From an optimization exercise on the open Yosys and OpenROAD flow, aimed at small area and few clock cycles; shortcuts taken in it are not production practice. Function not checked in this run: the RTL went through the layout flow alone. Power and IR drop assume default switching activity.

## design/flow/design.v

```verilog
module rtmp_chunk_decoder (
    input  wire        clk,
    input  wire        rst,
    input  wire        in_valid,
    output wire        in_ready,
    input  wire [1:0]  in_kind,
    input  wire [7:0]  in_data,
    output wire        out_valid,
    input  wire        out_ready,
    output wire [2:0]  out_kind,
    output wire [16:0] out_csid,
    output wire [1:0]  out_fmt,
    output wire [31:0] out_ts,
    output wire [23:0] out_len,
    output wire [7:0]  out_type,
    output wire [31:0] out_msid,
    output wire [23:0] out_chunk_len,
    output wire        out_start,
    output wire [7:0]  out_data,
    output wire [7:0]  out_code,
    output wire [2:0]  out_phase,
    output wire        out_partial
);
    localparam NS = 8;                  
    localparam IN_BYTE   = 2'd0;
    localparam IN_EOS    = 2'd1;
    localparam IN_TFAULT = 2'd2;
    localparam IN_HSDONE = 2'd3;
    localparam EV_HDR    = 3'd0;
    localparam EV_DATA   = 3'd1;
    localparam EV_MSG    = 3'd2;
    localparam EV_FAULT  = 3'd3;
    localparam EV_CLOSED = 3'd4;
    localparam M_HS     = 2'd0;
    localparam M_EST    = 2'd1;
    localparam M_FAILED = 2'd2;
    localparam M_CLOSED = 2'd3;
    localparam P_BH0 = 3'd0;
    localparam P_BH1 = 3'd1;
    localparam P_BH2 = 3'd2;
    localparam P_MH  = 3'd3;
    localparam P_EXT = 3'd4;
    localparam P_PAY = 3'd5;
    localparam E_TRANSPORT = 8'd1;
    localparam E_INCOMPLETE = 8'd2;
    localparam E_ORPHAN    = 8'd3;
    localparam E_LENCONF   = 8'd5;
    localparam E_LIMIT     = 8'd6;
    localparam E_SETCHUNK  = 8'd7;
    localparam PD_NONE  = 2'd0;
    localparam PD_MSG   = 2'd1;
    localparam PD_FAULT = 2'd2;
    reg [1:0]  mode;
    reg [2:0]  phase;
    reg [31:0] max_chunk;
    reg [1:0]  fmt;
    reg [5:0]  sel;
    reg [7:0]  bh_lo;
    reg [16:0] csid;
    reg [7:0]  mh [0:10];
    reg [3:0]  mh_n;
    reg [23:0] ext;                     
    reg [2:0]  ext_n;
    reg [23:0] chunk_rem;
    reg [2:0]  idx;                     
    reg [3:0]  count;                   
    reg        t_v    [0:NS-1];
    reg [16:0] t_csid [0:NS-1];
    reg [31:0] t_ts   [0:NS-1];
    reg [23:0] t_len  [0:NS-1];
    reg [7:0]  t_type [0:NS-1];
    reg [31:0] t_msid [0:NS-1];
    reg [23:0] t_rem  [0:NS-1];
    reg [31:0] t_scs  [0:NS-1];         
    reg [2:0]  err_phase;
    reg        o_valid;
    reg [2:0]  o_kind;
    reg [16:0] o_csid;
    reg [1:0]  o_fmt;
    reg [31:0] o_ts;
    reg [23:0] o_len;
    reg [7:0]  o_type;
    reg [31:0] o_msid;
    reg [23:0] o_clen;
    reg        o_start;
    reg [7:0]  o_data;
    reg [7:0]  o_code;
    reg [2:0]  o_phase;
    reg        o_partial;
    reg [1:0]  pend;
    wire can_take = !o_valid || (out_ready && pend == PD_NONE);
    wire kind_ok  = (mode == M_EST) || (mode == M_HS && in_kind != IN_BYTE);
    assign in_ready = can_take && kind_ok;
    wire accept   = in_valid && in_ready;
    wire pop      = o_valid && out_ready;
    wire [7:0] b = in_data;
    reg        bh_done;                 
    reg [16:0] bh_csid;
    wire [1:0] bh_fmt = (phase == P_BH0) ? b[7:6] : fmt;
    always @(*) begin
        bh_done = 1'b0;
        bh_csid = 17'd0;
        case (phase)
            P_BH0: begin
                bh_csid = {11'd0, b[5:0]};
                bh_done = (b[5:0] >= 6'd2);
            end
            P_BH1: begin
                bh_csid = 17'd64 + {9'd0, b};
                bh_done = (sel == 6'd0);
            end
            P_BH2: begin
                bh_csid = 17'd64 + {1'b0, b, bh_lo};
                bh_done = 1'b1;
            end
            default: ;
        endcase
    end
    reg        hit;
    reg [2:0]  hit_idx;
    integer    i;
    always @(*) begin
        hit = 1'b0;
        hit_idx = 3'd0;
        for (i = 0; i < NS; i = i + 1) begin
            if (t_v[i] && t_csid[i] == bh_csid) begin
                hit = 1'b1;
                hit_idx = i[2:0];
            end
        end
    end
    wire bh_orphan  = !hit && bh_fmt != 2'd0;
    wire bh_lenconf = hit && bh_fmt != 2'd3 && t_rem[hit_idx] != 24'd0;
    wire bh_limit   = !hit && bh_fmt == 2'd0 && count >= NS;
    wire [7:0] bh_code = bh_orphan ? E_ORPHAN : bh_lenconf ? E_LENCONF : E_LIMIT;
    wire bh_fault   = bh_orphan || bh_lenconf || bh_limit;
    wire [2:0] bh_idx = hit ? hit_idx : count[2:0];
    reg [3:0] mh_len;
    always @(*) begin
        case (fmt)
            2'd0: mh_len = 4'd11;
            2'd1: mh_len = 4'd7;
            2'd2: mh_len = 4'd3;
            default: mh_len = 4'd0;
        endcase
    end
    reg [7:0] mhx [0:10];
    integer k;
    always @(*) begin
        for (k = 0; k < 11; k = k + 1)
            mhx[k] = (phase == P_MH && {28'd0, mh_n} == k) ? b : mh[k];
    end
    wire        mh_last = (mh_n + 4'd1 == mh_len);
    wire [23:0] t_field = {mhx[0], mhx[1], mhx[2]};
    wire        t_escape = (t_field == 24'hFFFFFF);
    wire        ext_last = (ext_n == 3'd3);
    reg        hc;                      
    reg [31:0] hc_tv;
    reg [2:0]  hc_idx;
    reg [1:0]  hc_fmt;
    always @(*) begin
        hc = 1'b0;
        hc_tv = 32'd0;
        hc_idx = idx;
        hc_fmt = fmt;
        case (phase)
            P_BH0, P_BH1, P_BH2: begin
                hc = bh_done && !bh_fault && bh_fmt == 2'd3;
                hc_idx = hit_idx;
                hc_fmt = 2'd3;
            end
            P_MH: begin
                hc = mh_last && !t_escape;
                hc_tv = {8'd0, t_field};
            end
            P_EXT: begin
                hc = ext_last;
                hc_tv = {ext, b};
            end
            default: ;
        endcase
    end
    wire [31:0] e_ts   = t_ts[hc_idx];
    wire [23:0] e_len  = t_len[hc_idx];
    wire [7:0]  e_type = t_type[hc_idx];
    wire [31:0] e_msid = t_msid[hc_idx];
    wire [23:0] e_rem  = t_rem[hc_idx];
    reg [31:0] n_ts;
    reg [23:0] n_len;
    reg [7:0]  n_type;
    reg [31:0] n_msid;
    always @(*) begin
        n_ts   = e_ts;
        n_len  = e_len;
        n_type = e_type;
        n_msid = e_msid;
        case (hc_fmt)
            2'd0: begin
                n_ts   = hc_tv;
                n_len  = {mhx[3], mhx[4], mhx[5]};
                n_type = mhx[6];
                n_msid = {mhx[10], mhx[9], mhx[8], mhx[7]};
            end
            2'd1: begin
                n_ts   = e_ts + hc_tv;
                n_len  = {mhx[3], mhx[4], mhx[5]};
                n_type = mhx[6];
            end
            2'd2: begin
                n_ts   = e_ts + hc_tv;
            end
            default: ;
        endcase
    end
    wire        hc_start = (e_rem == 24'd0);
    wire [23:0] hc_rem   = hc_start ? n_len : e_rem;
    wire [23:0] hc_clen  = ({8'd0, hc_rem} < max_chunk) ? hc_rem : max_chunk[23:0];
    wire        hc_empty = (hc_clen == 24'd0);
    wire        hc_scs_bad = hc_empty && n_type == 8'd1;
    wire [23:0] p_rem     = t_rem[idx] - 24'd1;
    wire [23:0] p_crem    = chunk_rem - 24'd1;
    wire [31:0] p_scs     = {t_scs[idx][23:0], b};
    wire        p_msgdone = (p_crem == 24'd0) && (p_rem == 24'd0);
    wire        p_is_scs  = (t_type[idx] == 8'd1);
    wire        p_scs_bad = p_is_scs && (t_len[idx] != 24'd4 || p_scs == 32'd0);
    reg partial;
    integer j;
    always @(*) begin
        partial = 1'b0;
        for (j = 0; j < NS; j = j + 1)
            if (t_v[j] && t_rem[j] != 24'd0)
                partial = 1'b1;
    end
    integer n;
    always @(posedge clk) begin
        if (rst) begin
            mode      <= M_HS;
            phase     <= P_BH0;
            max_chunk <= 32'd128;
            fmt       <= 2'd0;
            sel       <= 6'd0;
            bh_lo     <= 8'd0;
            csid      <= 17'd0;
            mh_n      <= 4'd0;
            ext       <= 24'd0;
            ext_n     <= 3'd0;
            chunk_rem <= 24'd0;
            idx       <= 3'd0;
            count     <= 4'd0;
            err_phase <= 3'd0;
            o_valid   <= 1'b0;
            pend      <= PD_NONE;
            for (n = 0; n < 11; n = n + 1)
                mh[n] <= 8'd0;
            for (n = 0; n < NS; n = n + 1)
                t_v[n] <= 1'b0;
        end else begin
            if (pop) begin
                if (pend == PD_MSG) begin
                    o_kind <= EV_MSG;
                    o_csid <= csid;
                    o_ts   <= t_ts[idx];
                    o_len  <= t_len[idx];
                    o_type <= t_type[idx];
                    o_msid <= t_msid[idx];
                    pend   <= PD_NONE;
                end else if (pend == PD_FAULT) begin
                    o_kind  <= EV_FAULT;
                    o_code  <= E_SETCHUNK;
                    o_csid  <= csid;
                    o_fmt   <= fmt;
                    o_phase <= err_phase;
                    pend    <= PD_NONE;
                end else begin
                    o_valid <= 1'b0;
                end
            end
            if (accept) begin
                case (in_kind)
                    IN_HSDONE: begin
                        if (mode == M_HS)
                            mode <= M_EST;
                    end
                    IN_TFAULT: begin
                        mode      <= M_FAILED;
                        err_phase <= phase;
                        o_valid   <= 1'b1;
                        o_kind    <= EV_FAULT;
                        o_code    <= E_TRANSPORT;
                        o_csid    <= csid;
                        o_fmt     <= fmt;
                        o_phase   <= phase;
                    end
                    IN_EOS: begin
                        o_valid <= 1'b1;
                        if (mode == M_HS) begin
                            mode      <= M_CLOSED;
                            o_kind    <= EV_CLOSED;
                            o_partial <= 1'b0;
                        end else if (phase == P_BH0 || phase == P_PAY) begin
                            mode      <= M_CLOSED;
                            o_kind    <= EV_CLOSED;
                            o_partial <= partial;
                        end else begin
                            mode      <= M_FAILED;
                            err_phase <= phase;
                            o_kind    <= EV_FAULT;
                            o_code    <= E_INCOMPLETE;
                            o_csid    <= csid;
                            o_fmt     <= fmt;
                            o_phase   <= phase;
                        end
                    end
                    default: begin  
                        if (phase == P_BH0) begin
                            fmt   <= b[7:6];
                            sel   <= b[5:0];
                            csid  <= 17'd0;
                            mh_n  <= 4'd0;
                            ext_n <= 3'd0;
                            if (!bh_done)
                                phase <= P_BH1;
                        end
                        if (phase == P_BH1 && !bh_done) begin
                            bh_lo <= b;
                            phase <= P_BH2;
                        end
                        if (bh_done) begin
                            csid <= bh_csid;
                            if (bh_fault) begin
                                mode      <= M_FAILED;
                                err_phase <= phase;
                                o_valid   <= 1'b1;
                                o_kind    <= EV_FAULT;
                                o_code    <= bh_code;
                                o_csid    <= bh_csid;
                                o_fmt     <= bh_fmt;
                                o_phase   <= phase;
                            end else begin
                                idx <= bh_idx;
                                if (!hit) begin
                                    t_v[count[2:0]]    <= 1'b1;
                                    t_csid[count[2:0]] <= bh_csid;
                                    t_rem[count[2:0]]  <= 24'd0;
                                    count              <= count + 4'd1;
                                end
                                if (bh_fmt != 2'd3)
                                    phase <= P_MH;
                            end
                        end
                        if (phase == P_MH) begin
                            mh[mh_n] <= b;
                            mh_n     <= mh_n + 4'd1;
                            if (mh_last && t_escape) begin
                                ext_n <= 3'd0;
                                phase <= P_EXT;
                            end
                        end
                        if (phase == P_EXT) begin
                            ext   <= {ext[15:0], b};
                            ext_n <= ext_n + 3'd1;
                        end
                        if (hc) begin
                            t_ts[hc_idx]   <= n_ts;
                            t_len[hc_idx]  <= n_len;
                            t_type[hc_idx] <= n_type;
                            t_msid[hc_idx] <= n_msid;
                            t_rem[hc_idx]  <= hc_rem;
                            chunk_rem      <= hc_clen;
                            o_valid <= 1'b1;
                            o_kind  <= EV_HDR;
                            o_csid  <= (phase == P_MH || phase == P_EXT) ? csid : bh_csid;
                            o_fmt   <= hc_fmt;
                            o_ts    <= n_ts;
                            o_len   <= n_len;
                            o_type  <= n_type;
                            o_msid  <= n_msid;
                            o_clen  <= hc_clen;
                            o_start <= hc_start;
                            if (hc_empty) begin
                                phase <= P_BH0;
                                if (hc_scs_bad) begin
                                    mode      <= M_FAILED;
                                    err_phase <= phase;
                                    pend      <= PD_FAULT;
                                end else begin
                                    pend <= PD_MSG;
                                end
                            end else begin
                                phase <= P_PAY;
                            end
                        end
                        if (phase == P_PAY) begin
                            t_rem[idx] <= p_rem;
                            t_scs[idx] <= p_scs;
                            chunk_rem  <= p_crem;
                            o_valid <= 1'b1;
                            o_kind  <= EV_DATA;
                            o_csid  <= csid;
                            o_data  <= b;
                            if (p_crem == 24'd0)
                                phase <= P_BH0;
                            if (p_msgdone) begin
                                if (p_scs_bad) begin
                                    mode      <= M_FAILED;
                                    err_phase <= phase;
                                    pend      <= PD_FAULT;
                                end else begin
                                    pend <= PD_MSG;
                                    if (p_is_scs)
                                        max_chunk <= p_scs;
                                end
                            end
                        end
                    end
                endcase
            end
        end
    end
    assign out_valid     = o_valid;
    assign out_kind      = o_kind;
    assign out_csid      = o_csid;
    assign out_fmt       = o_fmt;
    assign out_ts        = o_ts;
    assign out_len       = o_len;
    assign out_type      = o_type;
    assign out_msid      = o_msid;
    assign out_chunk_len = o_clen;
    assign out_start     = o_start;
    assign out_data      = o_data;
    assign out_code      = o_code;
    assign out_phase     = o_phase;
    assign out_partial   = o_partial;
endmodule
```

## design/flow/run.sh

```bash
#!/bin/bash
# synth_recipe.tcl (not shown) runs the flow's synth.tcl, then flattens the netlist and writes it again
# the make line also repeats each setting of config.mk as NAME=value (left out here)
make -C /OpenROAD-flow-scripts/flow DESIGN_CONFIG=/design/flow/config.mk WORK_HOME=/design/flow/orfs CLKGATE_MAP_FILE= SYNTH_SCRIPT=/design/flow/synth_recipe.tcl finish
```

## design/flow/config.mk

```make
export PLATFORM = sky130hd
export DESIGN_NAME = rtmp_chunk_decoder
export DESIGN_NICKNAME = rtmp_chunk_decoder
export VERILOG_FILES = /design/flow/design.v
export SDC_FILE = /design/flow/constraint.sdc
export NUM_CORES = 4
export LEC_CHECK = 0
export CAP_MARGIN = 20
export CORE_MARGIN = 2
export CORE_UTILIZATION = 40
export SLEW_MARGIN = 20
```

## design/flow/constraint.sdc

```tcl
create_clock -name core_clock -period 12.0 [get_ports {clk}]
set_input_delay 2.4000 -clock core_clock [delete_from_list [all_inputs] [get_ports {clk}]]
set_output_delay 2.4000 -clock core_clock [all_outputs]
set_load 0.01 [all_outputs]
```

==> flow_metrics.env <==
export IMPL_via_per_inst=6.20
export IMPL_finalPower_mw=12.3
export IMPL_drv_slew=0
export IMPL_fin_ws_ps=682
export IMPL_finClkSkew_ps=55.0
export IMPL_row_count=166
export IMPL_grt_setup_unrepaired="no"
export IMPL_grt_pass1_wl_mm=392
export IMPL_fin_crit_sh=0.943
export IMPL_postLayoutCellArea_um2=93500
export IMPL_ys_warnings_count=2
export IMPL_drv_cap=0
export IMPL_synth_seq_cells=1688
export IMPL_status="timing/DRC/antenna clean"
export IMPL_die_w_um=458
export IMPL_clockBufferDepth=3
export IMPL_cp_data_arrival_time_ps=12100
export IMPL_cpLargestDelayFamily="compound AO/OA/AOI/OAI gates"
export IMPL_placed_cell_area_um2=87600
export IMPL_cts_tree="done"
export IMPL_cpMaxStageDelayCell="or4_1"
export IMPL_slowest_delay_ps=580
export IMPL_p_leak_nw=32.2
export IMPL_numCtsBuffers=182
export IMPL_setup_tns_ps=0
export IMPL_syn_nets=6549
export IMPL_end_kind="flip-flop"
export IMPL_wl_per_cell_um=28.8
export IMPL_final_antenna_net_count=0
export IMPL_vdd_ir_drop_max_v=0.000137
export IMPL_startpoint_type="primary input"
export IMPL_fin_util=0.457
export IMPL_cp_data_required_time_ps=12780
export IMPL_drc=0
export IMPL_async_reset_ff_frac=0
export IMPL_dr_pass1_iters=6
export IMPL_clkSlewWorstSetupHoldPaths_ps=60
export IMPL_io_buffers=178
export IMPL_ys_seq_area_frac=0.596
export IMPL_cts_sinks=1688
export IMPL_start_util=0.402
export IMPL_synthToLayoutAreaGrowth_pct=13.5
export IMPL_power_density_nw_per_um2=131
export IMPL_ys_flop_type="edfxtp_1"
export IMPL_ff_latch_area_um2=49100
export IMPL_synthesis_area_um2=82400
export IMPL_fp_dieH_um=458
export IMPL_dr_total_vias=58400
export IMPL_pre_cts_ws_ps=62.8
export IMPL_clock_latency_ps=860
export IMPL_final_setup_viol_count=0
export IMPL_timing_final_crit_period_ps=11320
export IMPL_synth_edf_count=1531
export IMPL_max_freq_ghz=0.0884
export IMPL_synth_cells=6459
export IMPL_antenna_found_initial=13
export IMPL_dp_hpwl_mm=174
export IMPL_drt_iter0_drc=6792
export IMPL_gp_congestion=0.957
export IMPL_fill_cells=18200
export IMPL_pin_count=179
export IMPL_die_area_um2=210000
export IMPL_r2r_setup_slack_ps=1490
export IMPL_htreeDepth=4
export IMPL_grt_ovfl_total=0
export IMPL_wl_mm=271
export IMPL_cts_root_buffer="clkbuf_16"
export IMPL_crit_path_max_fanout=39
export IMPL_worstMarginPinSlew_ps=1190
export IMPL_grt_max_degree=144
export IMPL_nets=6656
export IMPL_hold_path_class="flip-flop to flip-flop"
export IMPL_syn_avg_cell_area_um2=12.8
export IMPL_drive_above_1_share=0.132
export IMPL_hold_viol_final=0
export IMPL_path_buf_inv=6
export IMPL_grt_pass1_vias=56800
export IMPL_multi_input_comb_area_um2=31200
export IMPL_cts_setup_buffers=0
export IMPL_grt_total_usage=0.252
export IMPL_coreArea_um2=205000
export IMPL_critPathKind="primary input to flip-flop"
export IMPL_synth_distinct_cells=100
export IMPL_relSlewSlack=0.203
## sequential cells by signal, indices dropped and copies added, names as in the netlist, 6 cells and up, named ones only
name / flops
mh: 88
o_ts: 32
max_chunk: 32
o_csid: 17
t_msid: 256
sel: 6
t_type: 64
t_v: 8
o_msid: 32
t_rem: 192
o_clen: 24
o_code: 8
o_type: 8
t_len: 192
csid: 17
t_csid: 136
o_len: 24
o_data: 8
t_scs: 192
ext: 24
bh_lo: 8
t_ts: 256
chunk_rem: 24
## placed cells by master, fill, tap and decap left out, types with 18 or more instances in the layout
cell type,synthesis,layout
dfxtp_1,157,154
clkbuf_1,306,35
edfxtp_1,1531,1531
a21o_1,78,76
nor4_1,148,145
o22ai_1,144,144
clkinv_2,0,40
clkbuf_16,0,186
xor2_1,85,85
a221oi_1,46,46
nand2b_1,24,23
nand4_1,60,60
nor3_1,76,71
mux2_2,38,38
buf_4,4,165
nand3_1,96,96
a222oi_1,40,40
nor2_1,416,393
ha_1,75,73
buf_12,0,18
a22oi_1,20,20
a22o_1,21,21
a21oi_1,384,379
and2_1,45,44
clkinv_1,3,38
or2_2,20,20
nand2_1,783,782
inv_1,157,156
o211ai_1,47,47
a31oi_1,45,43
clkdlybuf4s50_1,0,169
mux4_2,288,288
mux2i_1,452,452
o21ai_0,246,242
and3_1,43,43
xnor2_1,85,85
a211oi_1,54,54
## Yosys cell counts, types with 47 or more instances
| cell | instances | area [um2] |
|---|---|---|
| inv_1 | 157 | 589 |
| a21oi_1 | 384 | 1920 |
| nand2_1 | 783 | 2940 |
| nor2_1 | 416 | 1560 |
| buf_2 | 58 | 290 |
| nand4_1 | 60 | 375 |
| buf_1 | 69 | 259 |
| clkbuf_1 | 306 | 1150 |
| nor4_1 | 148 | 926 |
| edfxtp_1 | 1531 | 46000 |
| nor3_1 | 76 | 380 |
| o22ai_1 | 144 | 901 |
| mux2i_1 | 452 | 4520 |
| dfxtp_1 | 157 | 3140 |
| mux4_2 | 288 | 6490 |
| a211oi_1 | 54 | 405 |
| o211ai_1 | 47 | 353 |
| ha_1 | 75 | 938 |
| xor2_1 | 85 | 744 |
| nand3_1 | 96 | 480 |
| xnor2_1 | 85 | 744 |
| a21o_1 | 78 | 586 |
| o21ai_0 | 246 | 1230 |
## per-layer routing
metal  GRT usage  routed length, um  share of wire  vias to the layer above
met5           0                  0              0                        -
met1       0.342             111000           0.41                    29800
li1            -                  -              -                    25200
met3      0.0409              21700          0.080                      467
met2       0.411             129000           0.48                     2915
met4      0.0869               8670          0.032                        0
## area by class of cell
class	count	area share
clock inverters	102	0.00958
repair buffers	364	0.0362
well taps	2688	0.0360
multi-input cells	4170	0.334
diodes	3	0.0000803
clock buffers	232	0.0528
flip-flops and latches	1688	0.525
inverters	160	0.00653
## worst paths after layout
| kind | startpoint | end | cells past startpoint |
|---|---|---|---|
| worst max register to register | phase[1] | pend[0] | 37 |
| worst min register to register | ext[7] | ext[15] | 2 |
| worst min-delay path | ext[7] | ext[15] | 2 |
| worst max-delay path | in_data[0] | pend[0] | 37 |
## repair_timing
action | in CTS | in global routing
resized for setup | 0 | 1
hold buffers | 0 | 0
endpoints found under the setup margin | 0 | 2
hold endpoints to repair | 0 | 0
## logic make-up after synthesis
logic type | count (synthesis) | synth area share
compound gates | 1287 | 0.100
xor+xnor | 173 | 0.0189
fa+ha+maj | 76 | 0.0116
buf+inv | 601 | 0.0288
flops | 1688 | 0.596
mux | 781 | 0.139
simple gates | 1853 | 0.106
## power by group
part	switching, mW	internal, mW
Sequential	0.0438	6.39
Combinational	0.201	0.115
Clock	2.39	3.15
Total	2.64	9.65
## worst reg2reg max path, delay by kind of cell (launching register included)
family | cells | cell delay (ps)
xor+xnor | 1 | 260
compound gates | 16 | 4200
flops | 1 | 310
buf+inv | 6 | 1580
simple gates | 13 | 3880
fa+ha+maj | 1 | 260
## per-stage QoR
stage / hold slack, ps / cells
2_1_floorplan: 431 / 6459
4_1_cts: 448 / 9402
6_report: 448 / 9407
3_5_place_dp: 446 / 9068
3_3_place_gp: 441 / 9067
5_1_grt: 478 / 9407

[afterwards: timing with drivers on the ports]
Ports are ideal in the flow. The routed layout listed here was re-timed in OpenROAD.
Step 1, drivers: a clkbuf_16 drives clk and a buf_2 each remaining input, both assumed.
Step 2, shift: input delay + t, output delay - t, t = (earliest + latest rising clock arrival at the registers) / 2. This alone moves slack from input paths to output paths.
a / b / c = ideal ports / drivers / drivers and shift; a / b = the first two.
shift t [ns]: 0.920
setup slack, ns: 0.682 / 0.723 / -0.197
worst hold slack (ns): 0.448 / 0.448 / 0.448
worst register clock-pin slew, ns: 0.07 / 0.07
pins driven straight from the clock port: 1
Met with ideal ports but missed after step 2: setup timing in this run. For this run, drivers alone change the setup slack by +0.041 ns; drivers and shift together by -0.879 ns.
